From an optimization exercise on the open Yosys and OpenROAD flow, aimed at small area, a short achievable clock period and few clock cycles per item; shortcuts taken in it are not production practice.
Where RTL was checked, it was by simulation tests only, not by an equivalence proof against the original.
Power and IR drop assume default switching activity.

==> run E: inputs <==
// ats_sensor_scan
module ats_sensor_scan (
    input  wire        clk,
    input  wire        rst,           
    input  wire        start,         
    input  wire [15:0] now,           
    input  wire [7:0]  max_temp,      
    input  wire [7:0]  dis_temp,      
    output reg         ready,
    output reg  [7:0]  adc_en,        
    input  wire [15:0] adc_raw,       
    output reg         done,          
    output wire [63:0] readings,      
    output reg  [7:0]  max_reading,
    output reg         overheat
);
export LEC_CHECK = 0
export CAP_MARGIN = 30
export CORE_MARGIN = 2
export CORE_UTILIZATION = 40
export SLEW_MARGIN = 20
create_clock -name core_clock -period 17.0 [get_ports {clk}]
standard.sh (not shown) runs the stock make flow with config.mk's settings and CLKGATE_MAP_FILE= SYNTH_SCRIPT=/design/flow/synth_recipe.tcl, a recipe that flattens the netlist after the stock synthesis.
==> flow/flow/run.sh <==
#!/bin/bash
# Own flow: the standard layout (standard.sh, unchanged synthesis), with
#  - the port buffers made of plain buffers.
# The whole make output goes to flow.log in the work folder; ORFS keeps each
# step's own log under orfs/logs/.
set -euo pipefail
export SETUP_SLACK_MARGIN="${SETUP_SLACK_MARGIN_OWN:-12}"
export TNS_END_PERCENT=100
export BUFFER_PORTS_ARGS="-buffer_cell sky130_fd_sc_hd__buf_2"
bash standard.sh > flow.log 2>&1
==> inputs of run X, as changes to run E <==
--- a/flow/design.v
+++ b/flow/design.v
@@ -4,11 +4,11 @@
     input  wire        start,         
     input  wire [15:0] now,           
     input  wire [7:0]  max_temp,      
     input  wire [7:0]  dis_temp,      
     output reg         ready,
-    output reg  [7:0]  adc_en,        
+    output wire [7:0]  adc_en,        
     input  wire [15:0] adc_raw,       
     output reg         done,          
     output wire [63:0] readings,      
     output reg  [7:0]  max_reading,
     output reg         overheat
@@ -32,13 +32,16 @@
         if (accept)               cnt_n = 4'd1;
         else if (cnt == 4'd11)    cnt_n = 4'd0;
         else if (cnt != 4'd0)     cnt_n = cnt + 4'd1;
         else                      cnt_n = 4'd0;
     end
-    wire [7:0] chan_rd = {chan[5:0], chan[7:6]};    
+    reg        rd_act;            
+    assign adc_en = {8{rd_act}} & {chan[6:0], chan[7]};
     reg [15:0] now_q;             
     reg [15:0] t_prev;            
+    reg        g_pend;            
+    reg [15:0] g_since;
     reg [7:0]  hi_q, lo_q;
     reg [15:0] raw_q;
     always @(posedge clk) begin
         raw_q <= adc_raw;
         if (ld) begin
@@ -50,22 +53,22 @@
             t_prev <= now_q;
         if (rst) begin
             cnt    <= 4'd0;
             ready  <= 1'b1;
             ld     <= 1'b1;
-            adc_en <= 8'd0;
+            rd_act <= 1'b0;
             proc   <= 1'b0;
             done   <= 1'b0;
             chan   <= 8'd1;
             wr     <= 1'b0;
             fresh  <= 1'b1;
         end else begin
             cnt    <= cnt_n;
             ready  <= ~accept & (ready | (cnt == 4'd10));
             ld     <= (cnt_n == 4'd0) | (cnt_n == 4'd11);
-            adc_en <= (accept | (cnt != 4'd0 && cnt < 4'd8)) ? chan_rd : 8'd0;
-            proc   <= (adc_en != 8'd0);
+            rd_act <= accept | (cnt != 4'd0 && cnt < 4'd8);
+            proc   <= rd_act;
             done   <= (cnt == 4'd10);
             chan   <= {chan[6:0], chan[7]};
             wr     <= proc;
             if (done) fresh <= 1'b0;
         end
@@ -93,11 +96,12 @@
     wire [6:0]  waited  = r_wait[0];
     wire dc_cond = (raw_q < DC_THRESHOLD);
     wire sc_cond = (raw_q > SC_THRESHOLD);
     wire dc_lat  = (rd_old == DISCONNECTED);
     wire sc_lat  = (rd_old == SHORT_CIRCUIT);
-    wire [15:0] gap = now_q - t_prev;
+    wire [15:0] diff = now_q - ((cnt == 4'd10) ? g_since : t_prev);
+    wire [15:0] gap  = diff;
     reg  [6:0]  gap_lo;
     reg         gap_small, gap_wrap;
     always @(posedge clk) begin
         gap_lo    <= gap[6:0];
         gap_small <= (gap < TIMEOUT);
@@ -5171,12 +5175,10 @@
             r_pdc[7]   <= r_pdc[0];
             r_psc[7]   <= r_psc[0];
             r_wait[7]  <= r_wait[0];
         end
     end
-    reg        g_pend;
-    reg [15:0] g_since;
     function sgt8(input [7:0] a, input [7:0] b);
         reg [7:0] g, l;
         reg [3:0] g1, l1;
         reg [1:0] g2, l2;
         integer n;
@@ -5193,19 +5195,25 @@
             end
             sgt8 = g2[1] | (~l2[1] & g2[0]);
         end
     endfunction
     wire rq_gt_m  = sgt8(r_q, max_reading);
+    wire rq_gt_hi = sgt8(r_q, hi_q);
+    wire rq_lt_lo = sgt8(lo_q, r_q);
+    reg  any_gt_hi, all_lt_lo;    
     wire hi_en    = (hi_q != LIMIT_DISABLED);
     wire lo_en    = (lo_q != LIMIT_DISABLED);
-    wire raise_req = hi_en & (sgt8(max_reading, hi_q) | sgt8(r_q, hi_q));
-    wire lower_req = lo_en & sgt8(lo_q, max_reading) & sgt8(lo_q, r_q);
-    wire [15:0] g_elapsed = now_q - g_since;
-    wire g_expired = (g_elapsed >= TIMEOUT);
+    wire raise_req = hi_en & (any_gt_hi | rq_gt_hi);
+    wire lower_req = lo_en & all_lt_lo & rq_lt_lo;
+    wire g_expired = (diff >= TIMEOUT);
     always @(posedge clk) begin
         if (cnt == 4'd3 || rq_gt_m)
             max_reading <= r_q;
+        if (cnt == 4'd10 && !lower_req && raise_req && !overheat && !g_pend)
+            g_since <= now_q;
+        any_gt_hi <= (cnt != 4'd3 && any_gt_hi) | rq_gt_hi;
+        all_lt_lo <= (cnt == 4'd3 || all_lt_lo) & rq_lt_lo;
         if (rst) begin
             overheat <= 1'b0;
             g_pend   <= 1'b0;
         end else if (cnt == 4'd10) begin
             if (lower_req) begin
@@ -5217,11 +5225,10 @@
                 end else if (g_pend && g_expired) begin
                     overheat <= 1'b1;
                     g_pend   <= 1'b0;
                 end else if (!g_pend) begin
                     g_pend  <= 1'b1;
-                    g_since <= now_q;
                 end
             end
         end
     end
 endmodule
CTS_CLUSTER_DIAMETER = 120   (was unset)
CTS_CLUSTER_SIZE = 24   (was unset)
==> inputs of run D, as changes to run E <==
--- a/flow/design.v
+++ b/flow/design.v
@@ -35,10 +35,12 @@
         else                      cnt_n = 4'd0;
     end
     wire [7:0] chan_rd = {chan[5:0], chan[7:6]};    
     reg [15:0] now_q;             
     reg [15:0] t_prev;            
+    reg        g_pend;            
+    reg [15:0] g_since;
     reg [7:0]  hi_q, lo_q;
     reg [15:0] raw_q;
     always @(posedge clk) begin
         raw_q <= adc_raw;
         if (ld) begin
@@ -93,11 +95,12 @@
     wire [6:0]  waited  = r_wait[0];
     wire dc_cond = (raw_q < DC_THRESHOLD);
     wire sc_cond = (raw_q > SC_THRESHOLD);
     wire dc_lat  = (rd_old == DISCONNECTED);
     wire sc_lat  = (rd_old == SHORT_CIRCUIT);
-    wire [15:0] gap = now_q - t_prev;
+    wire [15:0] diff = now_q - ((cnt == 4'd10) ? g_since : t_prev);
+    wire [15:0] gap  = diff;
     reg  [6:0]  gap_lo;
     reg         gap_small, gap_wrap;
     always @(posedge clk) begin
         gap_lo    <= gap[6:0];
         gap_small <= (gap < TIMEOUT);
@@ -5171,12 +5174,10 @@
             r_pdc[7]   <= r_pdc[0];
             r_psc[7]   <= r_psc[0];
             r_wait[7]  <= r_wait[0];
         end
     end
-    reg        g_pend;
-    reg [15:0] g_since;
     function sgt8(input [7:0] a, input [7:0] b);
         reg [7:0] g, l;
         reg [3:0] g1, l1;
         reg [1:0] g2, l2;
         integer n;
@@ -5193,19 +5194,23 @@
             end
             sgt8 = g2[1] | (~l2[1] & g2[0]);
         end
     endfunction
     wire rq_gt_m  = sgt8(r_q, max_reading);
+    wire rq_gt_hi = sgt8(r_q, hi_q);
+    wire rq_lt_lo = sgt8(lo_q, r_q);
+    reg  any_gt_hi, all_lt_lo;    
     wire hi_en    = (hi_q != LIMIT_DISABLED);
     wire lo_en    = (lo_q != LIMIT_DISABLED);
-    wire raise_req = hi_en & (sgt8(max_reading, hi_q) | sgt8(r_q, hi_q));
-    wire lower_req = lo_en & sgt8(lo_q, max_reading) & sgt8(lo_q, r_q);
-    wire [15:0] g_elapsed = now_q - g_since;
-    wire g_expired = (g_elapsed >= TIMEOUT);
+    wire raise_req = hi_en & (any_gt_hi | rq_gt_hi);
+    wire lower_req = lo_en & all_lt_lo & rq_lt_lo;
+    wire g_expired = (diff >= TIMEOUT);
     always @(posedge clk) begin
         if (cnt == 4'd3 || rq_gt_m)
             max_reading <= r_q;
+        any_gt_hi <= (cnt != 4'd3 && any_gt_hi) | rq_gt_hi;
+        all_lt_lo <= (cnt == 4'd3 || all_lt_lo) & rq_lt_lo;
         if (rst) begin
             overheat <= 1'b0;
             g_pend   <= 1'b0;
         end else if (cnt == 4'd10) begin
             if (lower_req) begin
CTS_CLUSTER_DIAMETER = 120   (was unset)
CTS_CLUSTER_SIZE = 24   (was unset)
==> run summary <==
- Run E finished clean. Run X went through all stages and came out clean. Run D produced a clean layout.
- Synthesized cell count: run E > run D > run X.
- The lowest setup slack belongs to run X, the highest to run D.
- Against run E, the clock power of run X is lower by about 37%.
- Register-to-register slack, lowest first: run D, run E, run X.
- Wire length: run X < run D < run E.
- Of run E and run D, run D has the higher sequential cell count (gap 2).
- The lowest critical path depth belongs to run E, the highest to run D.
==> figures <==
| quantity | run X | run D | run E |
|---|---|---|---|
| Mux contribution to synthesized area | 1.75% | 1.23% | 0.463% |
| Crit-path max cell delay | 0.66 ns | 0.45 ns | 0.49 ns |
| Global routing met1 resource utilization | 42.9% | 43.5% | 43.1% |
| Status | finished clean | finished clean | finished clean |
| Pwr Density | 89.6 nW/um^2 | 93.9 nW/um^2 | 101 nW/um^2 |
| Worst setup path startpoint | chan[4]$_SDFF_PP0_ | rst | max_reading[7]$_DFFE_PP_ |
| Initial cell density of the core | 40.5% | 40.4% | 40.4% |
| Final layout net count | 1574 | 1612 | 1779 |
| Area added between synthesis and finish | 12.4% | 11.7% | 13.3% |
| Data arrival, critical path | 1.50 ns | 4.81 ns | 1.25 ns |
| Area share of the largest cell type after synthesis | 30.2% | 29.4% | 27.0% |
| Count of inserted tapcells | 448 | 455 | 511 |
| Max Used Layer | met5 | met5 | met4 |
| Width of the die | 188 um | 190 um | 199 um |
| Mean number of vias per cell | 6.61 | 6.63 | 6.60 |
| Final critical-path share of the clock period | 28.8% | 27.1% | 27.4% |
Testbench counts of run E, summed over its fixed seeds: cycles 35,208, scans 3,200.
Testbench counts of run D, summed over its fixed seeds: cycles 35,208, scans 3,200.
The RTL of run X was laid out without a check of its function.

## separate check: timing with driven ports
In the flow no input, the clock included, has a driving cell. The finished layouts below were timed again as built, in two steps. Step 1: set_driving_cell puts a clkbuf_16 on clk and a buf_2 on each other input, an assumption about the parent block. Step 2, shift: input delay + t, output delay - t, t = (earliest + latest rising clock arrival at the registers) / 2. This alone moves slack from input paths to output paths. Slacks: ideal / step 1 / step 2; pairs: ideal / step 1.
run | t, ns | slack for setup (ns) | worst setup path at the end | clock arrival spread, ns | worst register clock-pin slew, ns
run E | 0.625 | 12.348 / 12.290 / 12.121 | input to register | 0.013 / 0.013 | 0.07 / 0.07
run X | 0.555 | 12.101 / 12.047 / 12.507 | input to register | 0.031 / 0.031 | 0.09 / 0.09
run D | 0.559 | 12.393 / 12.409 / 11.849 | input to register | 0.015 / 0.015 | 0.10 / 0.10
After both steps setup and hold are still met in every run listed. The setup slack of run D, which loses most, moves by +0.016 ns with the drivers and by -0.544 ns with both steps.
